What follows belongs to an exercise in optimizing a design on an open flow for small area, a short achievable clock period and few clock cycles; a production flow would make more cautious choices.
The RTL was checked by simulation tests, not by an equivalence proof against the original design.
Power figures rest on the tool's default switching activity, not on a simulated workload.

## flow/design.v (module list and top-level ports; edited modules follow where they fit)
// module pfpp_engine: 1044 lines
module pfpp_engine (
    input  wire         clk,
    input  wire         rst,
    input  wire         cmd_valid,
    input  wire [63:0]  cmd_word,
    output wire         busy,
    output reg  [3:0]   err,
    output wire [31:0]  result,
    output reg  [127:0] dirty,
    input  wire         cfg_coalesce,
    input  wire [31:0]  cfg_opc,        
    input  wire [15:0]  cfg_nopb,       
    input  wire [2:0]   cfg_rowlen,
    input  wire [2:0]   cfg_endlen,
    input  wire [12:0]  cfg_src_len,    
    input  wire [8:0]   cfg_pal_len,    
    output wire [6:0]   fb_addr,
    output wire         fb_we,
    output wire [127:0] fb_wdata,
    input  wire [127:0] fb_rdata,
    output wire [11:0]  src_addr,
    input  wire [7:0]   src_rdata,
    output wire [7:0]   pal_addr,
    input  wire [23:0]  pal_rdata,
    output reg          bus_req,
    output reg  [1:0]   bus_kind,
    output reg  [7:0]   bus_byte,
    input  wire         bus_done,
    input  wire         bus_err
);
  // ...
==> flow/flow/run.sh <==
#!/bin/bash
set -euo pipefail
MARGIN=$(cat flow/margin.txt)
PORTBUF=$(cat flow/portbuf.txt)
bash standard.sh SETUP_SLACK_MARGIN=$MARGIN "BUFFER_PORTS_ARGS=-buffer_cell $PORTBUF" finish > layout_make.log 2>&1
==> flow/flow/margin.txt <==
6.5
==> flow/flow/portbuf.txt <==
sky130_fd_sc_hd__buf_1
==> flow/standard.sh <==
#!/bin/bash
# synth_recipe.tcl (not shown) runs the flow's synth.tcl, then flattens the netlist and writes it again
# the make line also repeats each setting of config.mk as NAME=value (left out here)
make -C /OpenROAD-flow-scripts/flow DESIGN_CONFIG=/design/flow/config.mk WORK_HOME=/design/flow/orfs CLKGATE_MAP_FILE= SYNTH_SCRIPT=/design/flow/synth_recipe.tcl "${@:-finish}"
==> flow/config.mk <==
export PLATFORM = sky130hd
export DESIGN_NAME = pfpp_engine
export DESIGN_NICKNAME = pfpp_engine
export VERILOG_FILES = /design/flow/design.v
export SDC_FILE = /design/flow/constraint.sdc
export NUM_CORES = 4
export LEC_CHECK = 0
export CAP_MARGIN = 20
export CORE_MARGIN = 2
export CORE_UTILIZATION = 65
export CTS_BUF_LIST = sky130_fd_sc_hd__clkbuf_8
export SETUP_SLACK_MARGIN = 5
export SLEW_MARGIN = 20
==> flow/constraint.sdc <==
create_clock -name core_clock -period 10.0 [get_ports {clk}]
set_input_delay 2.0000 -clock core_clock [delete_from_list [all_inputs] [get_ports {clk}]]
set_output_delay 2.0000 -clock core_clock [all_outputs]
set_load 0.01 [all_outputs]
==> flow_summary.json, run 1 <==
{
  "status": "finished clean",
  "layout.cells.non_filler": 4702,
  "dr.first_iter.drc_count": 4588,
  "cts_hold_buf": 0,
  "holdPathEnd": "v5$_SDFF_PP0_",
  "cts.sinks": 513,
  "cp.buffers_inverters": 1,
  "worstPathRequired_ns": 10.40,
  "antennaDiodeCount": 28,
  "top_layer": "met5",
  "holdCritPathClass": "reg2reg",
  "ctsResizeCount": 30,
  "synth_area_um2": 33700,
  "power_leader": "registers",
  "use_met2": 0.757,
  "synth_common_cells": "380 x edfxtp_1, 275 x nor2_1, 269 x o21ai_0",
  "die-area_um2": 53700,
  "switching_power_mw": 2.33,
  "r2r_cells": 7,
  "dp.cells": 4480,
  "synthDominantCellAreaShare": 0.338,
  "yosys_warnings": 1,
  "max_stage_delay_ns": 0.58,
  "cp.depth": 7,
  "fmax_mhz": 283,
  "yosysSeqAreaShare": 0.417,
  "path_delay_family": "compound AO/OA/AOI/OAI gates",
  "wl_met3_um": 16400,
  "area_dominant_class": "multi-input gates",
  "hold_viol_final": 0,
  "grt_pass1_vias": 31000,
  "setup_viol": 0,
  "htree_levels": 3,
  "cts_tree": "yes",
  "antenna_left": 0,
  "hp-start": "v4$_SDFF_PP0_"
}
Testbench counts, summed over its fixed seeds: cycles 443,746.
==> run 2, diff against run 1 <==
--- a/flow/config.mk
+++ b/flow/config.mk
@@ -9,3 +9,3 @@
 export CORE_MARGIN = 2
-export CORE_UTILIZATION = 65
+export CORE_UTILIZATION = 40
 export CTS_BUF_LIST = sky130_fd_sc_hd__clkbuf_8
==> flow_summary.json, run 2 <==
{
  "grt_max_degree": 100,
  "die-area_um2": 86700,
  "ys.flop_type": "edfxtp_1",
  "status": "finished clean",
  "wl_per_cell_um": 25.5,
  "yosysUniqueCellTypes": 91,
  "num_vias": 30100,
  "cts-buffers-inserted": 98,
  "skew_ns": 0.0515,
  "viasPerCell": 5.89,
  "overflow": 0,
  "track_usage": 0.291,
  "yosysTopAreaCell": "edfxtp_1",
  "antenna_left": 0,
  "dr.first_iter.drc_count": 3304,
  "layout_commonest_cell": "buf_1",
  "clock_latency_ns": 0.75,
  "htree_levels": 3,
  "intPower_mw": 4.50,
  "layout.cells.non_filler": 5109,
  "holdCritPathClass": "reg2reg",
  "period_share": 0.353,
  "r2r_cells": 6,
  "maxSlewHeadroom": 0.224,
  "r2r-start": "xr[6]$_DFFE_PP_",
  "drv_cap": 0,
  "peakVddDrop_uv": 133,
  "layout_setup_ws_ns": 6.47,
  "avgSynthCellArea_um2": 10.1,
  "synthDominantCellAreaShare": 0.338,
  "drc": 0,
  "cts_root_buffer": "clkbuf_8",
  "synthArstFlopShare": 0,
  "reg_top3": "dirty: 128 flops, rb: 128 flops, palreg: 24 flops",
  "hp-start": "fe[0]$_DFFE_PP_",
  "worstPathRequired_ns": 10.41,
  "holdPathEnd": "boff_d[0]$_DFF_P_",
  "hold_viol_final": 0,
  "yosys_warnings": 1,
  "final_cell_mix": "615 x buf_1, 380 x edfxtp_1, 269 x nor2_1, 269 x o21ai_0, 248 x inv_1",
  "clk_pin_slew_ns": 0.06,
  "grt_pass1_wl_um": 188000,
  "fill_cells": 8168,
  "crit_start": "rst",
  "dpl_worst_slack_ns": 5.27,
  "antenna_found_initial": 29,
  "r2r_slack_ns": 6.53,
  "std_cell_rows": 106,
  "slew_viol_final": 0,
  "worstPathMaxFanout": 31,
  "switching_power_mw": 2.31,
  "worstMarginPinSlew_ns": 1.16,
  "final_design_area_no_fill_um2": 39600,
  "core_um2": 83600,
  "fmax_mhz": 283,
  "io_buffer_count": 620,
  "yosysMostFrequentCell": "edfxtp_1",
  "power_frac_comb": 0.282,
  "area_growth_pct": 17.4,
  "pin_count": 638,
  "netlist_instances": 3345,
  "die_w_um": 294,
  "synth_area_leaders": "edfxtp_1 34%, dfxtp_1 7.9%, fa_1 7.1%",
  "first_pass_iters": 6,
  "wl_um": 130000,
  "initial_core_util": 0.404,
  "grt_pass1_vias": 28700,
  "p_sw_frac": 0.339,
  "cts_tree": "yes",
  "p_per_area_nw_per_um2": 172,
  "dp.cells": 4894,
  "nNetsFinal": 4469,
  "leakagePower_nw": 15.0,
  "p_total_mw": 6.81,
  "synth-edff-count": 380,
  "end_kind": "flop",
  "die_y_um": 294,
  "cts_hold_buf": 0,
  "post-route-util": 0.474,
  "yosys_register_bits": 513,
  "setup_viol": 0,
  "worstSetupPathType": "in2reg",
  "dp_hpwl_um": 100000,
  "routabilityCongestion": 0.947,
  "worstSetupStartpointType": "input pin",
  "power_frac_seq": 0.392,
  "tns_ns": 0,
  "post-route-min-period_ns": 3.53,
  "drive_gt1_frac": 0.140,
  "yosysSeqAreaShare": 0.417,
  "placed_area_um2": 37100,
  "rr_endpoint": "rb[54]$_DFFE_PP_",
  "rsz0062_at_grt": "yes",
  "clock_path_buffers": 3,
  "whs_path_depth": 0,
  "holdWs_ns": 0.399,
  "synth_common_cells": "380 x edfxtp_1, 275 x nor2_1, 269 x o21ai_0",
  "power_frac_clock": 0.325,
  "synth_area_um2": 33700,
  "crit_arrival_ns": 3.94,
  "cts.sinks": 513
}
## run 2: power groups by stage
stage	Clock, mW	Combinational (mW)	Sequential [mW]
final	2.21	1.92	2.67
after CTS	2.24	1.92	2.67
after global routing	2.33	2.21	2.69
after floorplan	0	1.32	2.67
after detailed placement	0	1.89	2.72
after global placement	0	1.85	2.72
## run 2: how the worst max path moves through the flow
stage	endpoint	slack [ns]	cells after the start
finish	bus_byte[4]$_DFFE_PP_	6.47	8
detailed placement	bus_byte[4]$_DFFE_PP_	5.27	7
CTS	rb[57]$_DFFE_PP_	6.49	6
global placement	bus_byte[4]$_DFFE_PP_	5.37	7
floorplan	dirty[0]$_DFFE_PP_	6.24	3
global route	rrow[4]$_DFFE_PP_	6.44	9
## run 2: kinds of logic after synthesis
| kind of cell | share of synthesized area |
|---|---|
| AO/OA/AOI/OAI | 0.163 |
| adder cells (fa/ha/maj) | 0.108 |
| XOR/XNOR | 0.0223 |
| buffers and inverters | 0.0530 |
| other | 0.000111 |
| multiplexers | 0.0863 |
| AND/OR/NAND/NOR | 0.150 |
| flip-flops | 0.417 |
## run 2: timing repair
| action | CTS | global route |
|---|---|---|
| pin swaps | 3 | 3 |
| gates resized for setup | 29 | 30 |
| gates cloned | 0 | 1 |
| endpoints found under the setup margin | 199 | 341 |
| buffers inserted | 11 | 17 |
## run 2: cell type report
type                            count  area (µm²)  share of cell area
Timing Repair Buffer              688        2880              0.0727
Tap cell                         1080        1350              0.0341
Inverter                          234         898              0.0227
Sequential cell                   513       14100               0.356
Clock inverter                     69         512              0.0129
Antenna cell                        5        12.5            0.000316
Multi-Input combinational cell   2409       18300               0.463
Clock buffer                      111        1530              0.0386
## run 2: critical path, stage by stage
cell	delay (ns)
clkbuf_2	0.09
buf_4	0.30
clkinvlp_4	0.21
nand2_1	0.21
nor2_1	0.35
nand2_1	0.28
a211oi_4	0.31
buf_12	0.16
## run 2: routing by layer
layer  global-route usage  wire length (µm)  vias to the layer above
met5                    0               259                        -
met2                0.465             60500                     1492
met1                0.389             53100                    14800
met3               0.0719             12400                      285
li1                     -                 -                    13500
met4               0.0865              4080                       38
==> run 3, diff against run 2 <==
--- a/flow/config.mk
+++ b/flow/config.mk
@@ -9,3 +9,3 @@
 export CORE_MARGIN = 2
-export CORE_UTILIZATION = 40
+export CORE_UTILIZATION = 55
 export CTS_BUF_LIST = sky130_fd_sc_hd__clkbuf_8
==> flow_summary.json, run 3 <==
{
  "status": "finished clean",
  "dp_hpwl_um": 98300,
  "p_total_mw": 6.62,
  "yosysTopAreaCell": "edfxtp_1",
  "yosys.area_share.simple": 0.150,
  "drive_gt1_frac": 0.134,
  "clock_path_buffers": 3,
  "period_share": 0.359,
  "grt_pass1_vias": 30100,
  "antenna_found_initial": 11,
  "wl_um": 130000,
  "initial_core_util": 0.558,
  "maxSlewHeadroom": 0.199,
  "yosys_warnings": 1,
  "tns_ns": 0,
  "rsz0062_at_grt": "yes",
  "core_um2": 60500,
  "crit_arrival_ns": 1.59,
  "post-route-util": 0.644,
  "worstSetupStartpointType": "flop",
  "layout_commonest_cell": "buf_1",
  "grt_max_degree": 130,
  "track_usage": 0.403,
  "skew_ns": 0.0332,
  "muxShareOfSynthArea": 0.0863,
  "leakagePower_nw": 14.8,
  "yosysSeqAreaShare": 0.417,
  "nNetsFinal": 4450,
  "r2r_slack_ns": 6.52,
  "reg_top3": "dirty: 128 flops, rb: 128 flops, palreg: 24 flops",
  "r2r-start": "xr[5]$_DFFE_PP_",
  "fmax_mhz": 278,
  "max_stage_delay_ns": 0.66,
  "wl_per_cell_um": 27.2,
  "synth_common_cells": "380 x edfxtp_1, 275 x nor2_1, 269 x o21ai_0",
  "holdCritPathClass": "reg2reg",
  "htree_levels": 3,
  "whs_path_depth": 0,
  "cts_tree": "yes",
  "die-area_um2": 63300,
  "holdWs_ns": 0.422,
  "synth_fa_ha_area_frac": 0.108,
  "clk_pin_slew_ns": 0.06,
  "drv_cap": 0,
  "dr.first_iter.drc_count": 4118,
  "rr_endpoint": "rb[62]$_DFFE_PP_",
  "hp-start": "fe[0]$_DFFE_PP_",
  "clock_latency_ns": 0.72,
  "netlist_instances": 3345,
  "cts_root_buffer": "clkbuf_8",
  "worstPathMaxFanout": 2,
  "hold_viol_final": 0,
  "path_cells": "buf_1",
  "holdPathEnd": "boff_d[0]$_DFF_P_",
  "final_cell_mix": "615 x buf_1, 380 x edfxtp_1, 268 x o21ai_0, 266 x nor2_1, 253 x inv_1",
  "viasPerCell": 6.50,
  "die_y_um": 252,
  "synth_area_leaders": "edfxtp_1 34%, dfxtp_1 7.9%, fa_1 7.1%",
  "synth_compound_area_frac": 0.163,
  "yosys_register_bits": 513,
  "worstPathRequired_ns": 8.00,
  "first_pass_iters": 8,
  "peakVddDrop_uv": 169,
  "io_buffer_count": 620,
  "pin_count": 638,
  "critPathSlowestCell": "edfxtp_1",
  "avgSynthCellArea_um2": 10.1,
  "setup_viol": 0,
  "grt_pass1_wl_um": 191000,
  "r2r_cells": 8,
  "cts.sinks": 513,
  "synth_area_um2": 33700,
  "end_kind": "output pin",
  "routabilityCongestion": 1.02,
  "ys.flop_type": "edfxtp_1",
  "synthDominantCellAreaShare": 0.338,
  "synth-edff-count": 380,
  "path_delay_family": "flip-flops",
  "slew_viol_final": 0,
  "cts-buffers-inserted": 89,
  "drc": 0,
  "cp.buffers_inverters": 1,
  "synthXorXnorAreaFrac": 0.0223,
  "synth_top_family_by_area": "compound AO/OA/AOI/OAI gates",
  "p_per_area_nw_per_um2": 170,
  "yosysMostFrequentCell": "edfxtp_1",
  "area_growth_pct": 15.4,
  "synthArstFlopShare": 0,
  "antenna_left": 0,
  "worstMarginPinSlew_ns": 1.20,
  "overflow": 0,
  "die_w_um": 252,
  "post-route-min-period_ns": 3.59,
  "num_vias": 31100,
  "std_cell_rows": 90,
  "worstSetupPathType": "reg2out",
  "yosysUniqueCellTypes": 91
}
[run 3: final cells by class]
cell class,count,area (µm²)
Antenna cell,9,22.5
Clock buffer,99,1360
Clock inverter,68,432
Fill cell,4993,21500
Inverter,234,895
Multi-Input combinational cell,2408,18300
Sequential cell,513,14100
Tap cell,782,978
Timing Repair Buffer,679,2860
[run 3: report_power, final]
part | switching (mW) | leakage, nW | internal, mW
logic | 1.16 | 9.09 | 0.800
clock network | 0.953 | 1.02 | 1.03
registers | 0.174 | 4.71 | 2.51
total | 2.28 | 14.8 | 4.33
[run 3: cells by family after synthesis]
kind of cell | after synthesis
AOI/OAI and AO/OA | 856
xor gates and xnor gates | 86
adders and majority gates | 219
buffers and inverters | 440
DFF | 513
muxes | 231
other | 1
and+or+nand+nor | 999
[run 3: stage by stage]
step	std cells	worst slack (ns)	cell area (µm²)
CTS	4765	6.43	38600
detailed placement	4583	5.40	36600
floorplan	3361	6.24	34000
global route	4790	6.40	38900
global placement	4583	5.53	36600
finish	4792	6.41	38900
[run 3: worst max path at each step]
stage                                  endpoint  slack [ns]             startpoint  cells after the start
after floorplan              dirty[0]$_DFFE_PP_        6.24                    rst                      3
after global placement    bus_byte[4]$_DFFE_PP_        5.53                    rst                      7
after detailed placement  bus_byte[4]$_DFFE_PP_        5.40                    rst                      7
after CTS                           bus_byte[0]        6.43  bus_byte[0]$_DFFE_PP_                      1
after global routing                bus_byte[0]        6.40  bus_byte[0]$_DFFE_PP_                      1
final                               bus_byte[0]        6.41  bus_byte[0]$_DFFE_PP_                      1
[run 3: repair_timing]
| action | CTS | global route |
|---|---|---|
| hold buffers | 0 | 0 |
| pin swaps | 2 | 2 |
| gates cloned | 0 | 0 |
| gates resized for setup | 31 | 34 |
| endpoints found under the setup margin | 179 | 215 |
| buffers inserted | 15 | 15 |
[run 3: per-layer routing]
metal,GRT usage,vias up,part of all wire
met5,0,-,0.00019
met4,0.201,4,0.055
met3,0.109,411,0.12
met2,0.624,2114,0.45
met1,0.524,15200,0.37
li1,-,13500,-
==> run 4, diff against run 3 <==
==> flow/flow/margin.txt (replaced) <==
6.6
==> flow_summary.json, run 4 <==
{
  "period_share": 0.343,
  "tns_ns": 0,
  "synth_common_cells": "380 x edfxtp_1, 275 x nor2_1, 269 x o21ai_0",
  "worstMarginPinSlew_ns": 1.16,
  "grt_pass1_wl_um": 184000,
  "ys.flop_type": "edfxtp_1",
  "std_cell_rows": 90,
  "yosys_register_bits": 513,
  "path_cells": "nor4_1 > nand2_1 > nor4b_1 > o32ai_1 > a211oi_1 > o2111ai_1 > o211a_1 > nor4_2",
  "dr.first_iter.drc_count": 3313,
  "holdWs_ns": 0.415,
  "dpl_worst_slack_ns": 5.43,
  "layout_commonest_cell": "buf_1",
  "peakVddDrop_uv": 127,
  "cts_tree": "yes",
  "cts_hold_buf": 0,
  "power_frac_clock": 0.290,
  "dp_hpwl_um": 95400,
  "end_kind": "flop",
  "p_per_area_nw_per_um2": 167,
  "drv_cap": 0,
  "htree_levels": 3,
  "first_pass_iters": 6,
  "p_sw_frac": 0.343,
  "synth_area_um2": 33700,
  "max_stage_delay_ns": 0.81,
  "yosysMostFrequentCell": "edfxtp_1",
  "fmax_mhz": 291,
  "drive_gt1_frac": 0.150,
  "switching_power_mw": 2.26,
  "layout.cells.non_filler": 4833,
  "netlist_instances": 3345,
  "r2r_cells": 8,
  "skew_ns": 0.0310,
  "leakagePower_nw": 15.0,
  "viasPerCell": 6.38,
  "pin_count": 638,
  "post-route-min-period_ns": 3.43,
  "cts_root_buffer": "clkbuf_8",
  "cts.sinks": 513,
  "yosysUniqueCellTypes": 91,
  "track_usage": 0.388,
  "clk_pin_slew_ns": 0.06,
  "crit_arrival_ns": 4.05,
  "post-route-util": 0.651,
  "nNetsFinal": 4492,
  "yosysTopAreaCell": "edfxtp_1",
  "num_vias": 30900,
  "hold_viol_final": 0,
  "worstPathMaxFanout": 4,
  "critPathCapture": "more_r$_DFF_P_",
  "synthArstFlopShare": 0,
  "die_w_um": 252,
  "rsz0062_at_grt": "yes",
  "avgSynthCellArea_um2": 10.1,
  "reg_top3": "dirty: 128 flops, rb: 128 flops, palreg: 24 flops",
  "power_frac_comb": 0.302,
  "holdCritPathClass": "reg2reg",
  "routabilityCongestion": 1.01,
  "cp.depth": 8,
  "synthDominantCellAreaShare": 0.338,
  "crit_start": "dirty[101]$_DFFE_PP_",
  "area_growth_pct": 16.7,
  "wl_um": 127000,
  "die_y_um": 252,
  "power_frac_seq": 0.408,
  "synth_area_leaders": "edfxtp_1 34%, dfxtp_1 7.9%, fa_1 7.1%",
  "intPower_mw": 4.32,
  "rr_endpoint": "more_r$_DFF_P_",
  "yosys_warnings": 1,
  "die-area_um2": 63300,
  "drc": 0,
  "path_delay_family": "simple AND/OR/NAND/NOR gates",
  "cts-buffers-inserted": 90,
  "critPathSlowestCell": "a211oi_1",
  "io_buffer_count": 620,
  "yosysSeqAreaShare": 0.417,
  "wl_per_cell_um": 26.2,
  "status": "finished clean",
  "worstPathRequired_ns": 10.62,
  "grt_max_degree": 129,
  "initial_core_util": 0.558,
  "worstSetupPathType": "reg2reg",
  "maxSlewHeadroom": 0.216,
  "cp.buffers_inverters": 0,
  "antenna_left": 0,
  "dp.cells": 4585,
  "synth-edff-count": 380,
  "overflow": 0,
  "antenna_found_initial": 16,
  "layout_setup_ws_ns": 6.57,
  "r2r_slack_ns": 6.57,
  "slew_viol_final": 0,
  "grt_pass1_vias": 29800,
  "final_cell_mix": "612 x buf_1, 380 x edfxtp_1, 267 x o21ai_0, 262 x inv_1, 254 x nor2_1",
  "worstSetupStartpointType": "flop",
  "core_um2": 60500,
  "clock_path_buffers": 3,
  "setup_viol": 0,
  "fill_cells": 5039,
  "clock_latency_ns": 0.71,
  "r2r-start": "dirty[101]$_DFFE_PP_"
}
[run 4: what timing repair did]
item | CTS | global route
pin swaps | 4 | 3
cloned | 1 | 0
resized for setup | 69 | 45
setup buffers | 22 | 49
setup endpoints to repair | 371 | 207
[run 4: final cells by class]
class / instances / area (µm²) / area share
Tap cell: 782 / 978 / 0.0249
Sequential cell: 513 / 14100 / 0.359
Clock inverter: 66 / 375 / 0.00954
Multi-Input combinational cell: 2409 / 18500 / 0.469
Inverter: 234 / 902 / 0.0229
Timing Repair Buffer: 719 / 3140 / 0.0798
Antenna cell: 12 / 30.0 / 0.000763
Clock buffer: 98 / 1350 / 0.0343
[run 4: worst reg2reg max path, delay by kind of cell, from the launching register on]
family	cells	cell delay [ns]
simple gates	4	1.55
compound gates	4	1.39
flops	1	0.42
[run 4: metrics by stage]
step	power, mW	cell area [µm²]
finish	6.57	39400
global route	6.96	39300
CTS	6.55	38800
detailed placement	4.64	36700
global placement	4.53	36600
floorplan	3.99	34100
[run 4: worst min-delay path by stage]
| stage | slack, ns | startpoint | to | depth (start not counted) |
|---|---|---|---|---|
| after CTS | 0.42 | fe[0]$_DFFE_PP_ | boff_d[0]$_DFF_P_ | 0 |
| after floorplan | 0.37 | fe[0]$_DFFE_PP_ | boff_d[0]$_DFF_P_ | 0 |
| after global routing | 0.43 | fe[0]$_DFFE_PP_ | boff_d[0]$_DFF_P_ | 0 |
| after global placement | 0.41 | fe[0]$_DFFE_PP_ | boff_d[0]$_DFF_P_ | 0 |
| after detailed placement | 0.40 | fe[0]$_DFFE_PP_ | boff_d[0]$_DFF_P_ | 0 |
| final | 0.42 | fe[0]$_DFFE_PP_ | boff_d[0]$_DFF_P_ | 0 |
[run 4: kinds of logic after synthesis]
| logic type | count (synthesis) | synth area share |
|---|---|---|
| fa+ha+maj | 219 | 0.108 |
| simple gates | 999 | 0.150 |
| xor+xnor | 86 | 0.0223 |
| compound gates | 856 | 0.163 |
| buf+inv | 440 | 0.0530 |
| flops | 513 | 0.417 |
| other cells | 1 | 0.000111 |
| mux | 231 | 0.0863 |
[run 4: power groups by stage]
stage / logic (mW) / clock network [mW] / registers, mW
after global routing: 2.26 / 2.01 / 2.70
after floorplan: 1.33 / 0 / 2.67
after detailed placement: 1.91 / 0 / 2.73
after global placement: 1.81 / 0 / 2.72
after CTS: 1.95 / 1.92 / 2.68
final: 1.99 / 1.90 / 2.68
[run 4: routing by layer]
layer | global-route usage | share of wire | vias to the layer above
met3 | 0.109 | 0.11 | 386
li1 | - | - | 13600
met1 | 0.475 | 0.36 | 14900
met2 | 0.639 | 0.48 | 1949
met5 | 0 | 0.00096 | -
met4 | 0.181 | 0.052 | 18

-- port drivers added, routing unchanged --
How much do the figures lean on ideal ports? The routed layouts below were timed once more, with nothing changed but the port constraints. Step 1 (the two cells are an assumption about what drives the block):
set clk [get_ports {clk}]
set_driving_cell -lib_cell sky130_fd_sc_hd__clkbuf_16 $clk
set_driving_cell -lib_cell sky130_fd_sc_hd__buf_2 [delete_from_list [all_inputs] $clk]
Step 2 also shifts input and output timing later by t, the mid clock arrival at the registers, as if the neighbouring blocks saw the same clock. Slacks: ideal ports / drivers / drivers and shift; pairs: ideal ports / drivers.
run | t (ns) | setup WS [ns] | worst setup path at the end | worst register clock-pin slew, ns | worst slew at a driven data input, ns
run 1 | 0.766 | 6.469 / 6.469 / 5.825 | input to register | 0.07 / 0.07 | 0.16
run 2 | 0.786 | 6.469 / 6.515 / 5.729 | input to register | 0.07 / 0.07 | 0.15
run 3 | 0.770 | 6.409 / 6.344 / 5.815 | input to register | 0.07 / 0.07 | 0.14
run 4 | 0.754 | 6.566 / 6.532 / 5.861 | input to register | 0.07 / 0.07 | 0.17
After both steps setup and hold are still met in every run listed. For run 2, which loses most, drivers alone change the setup slack by +0.046 ns; drivers and shift together by -0.740 ns.
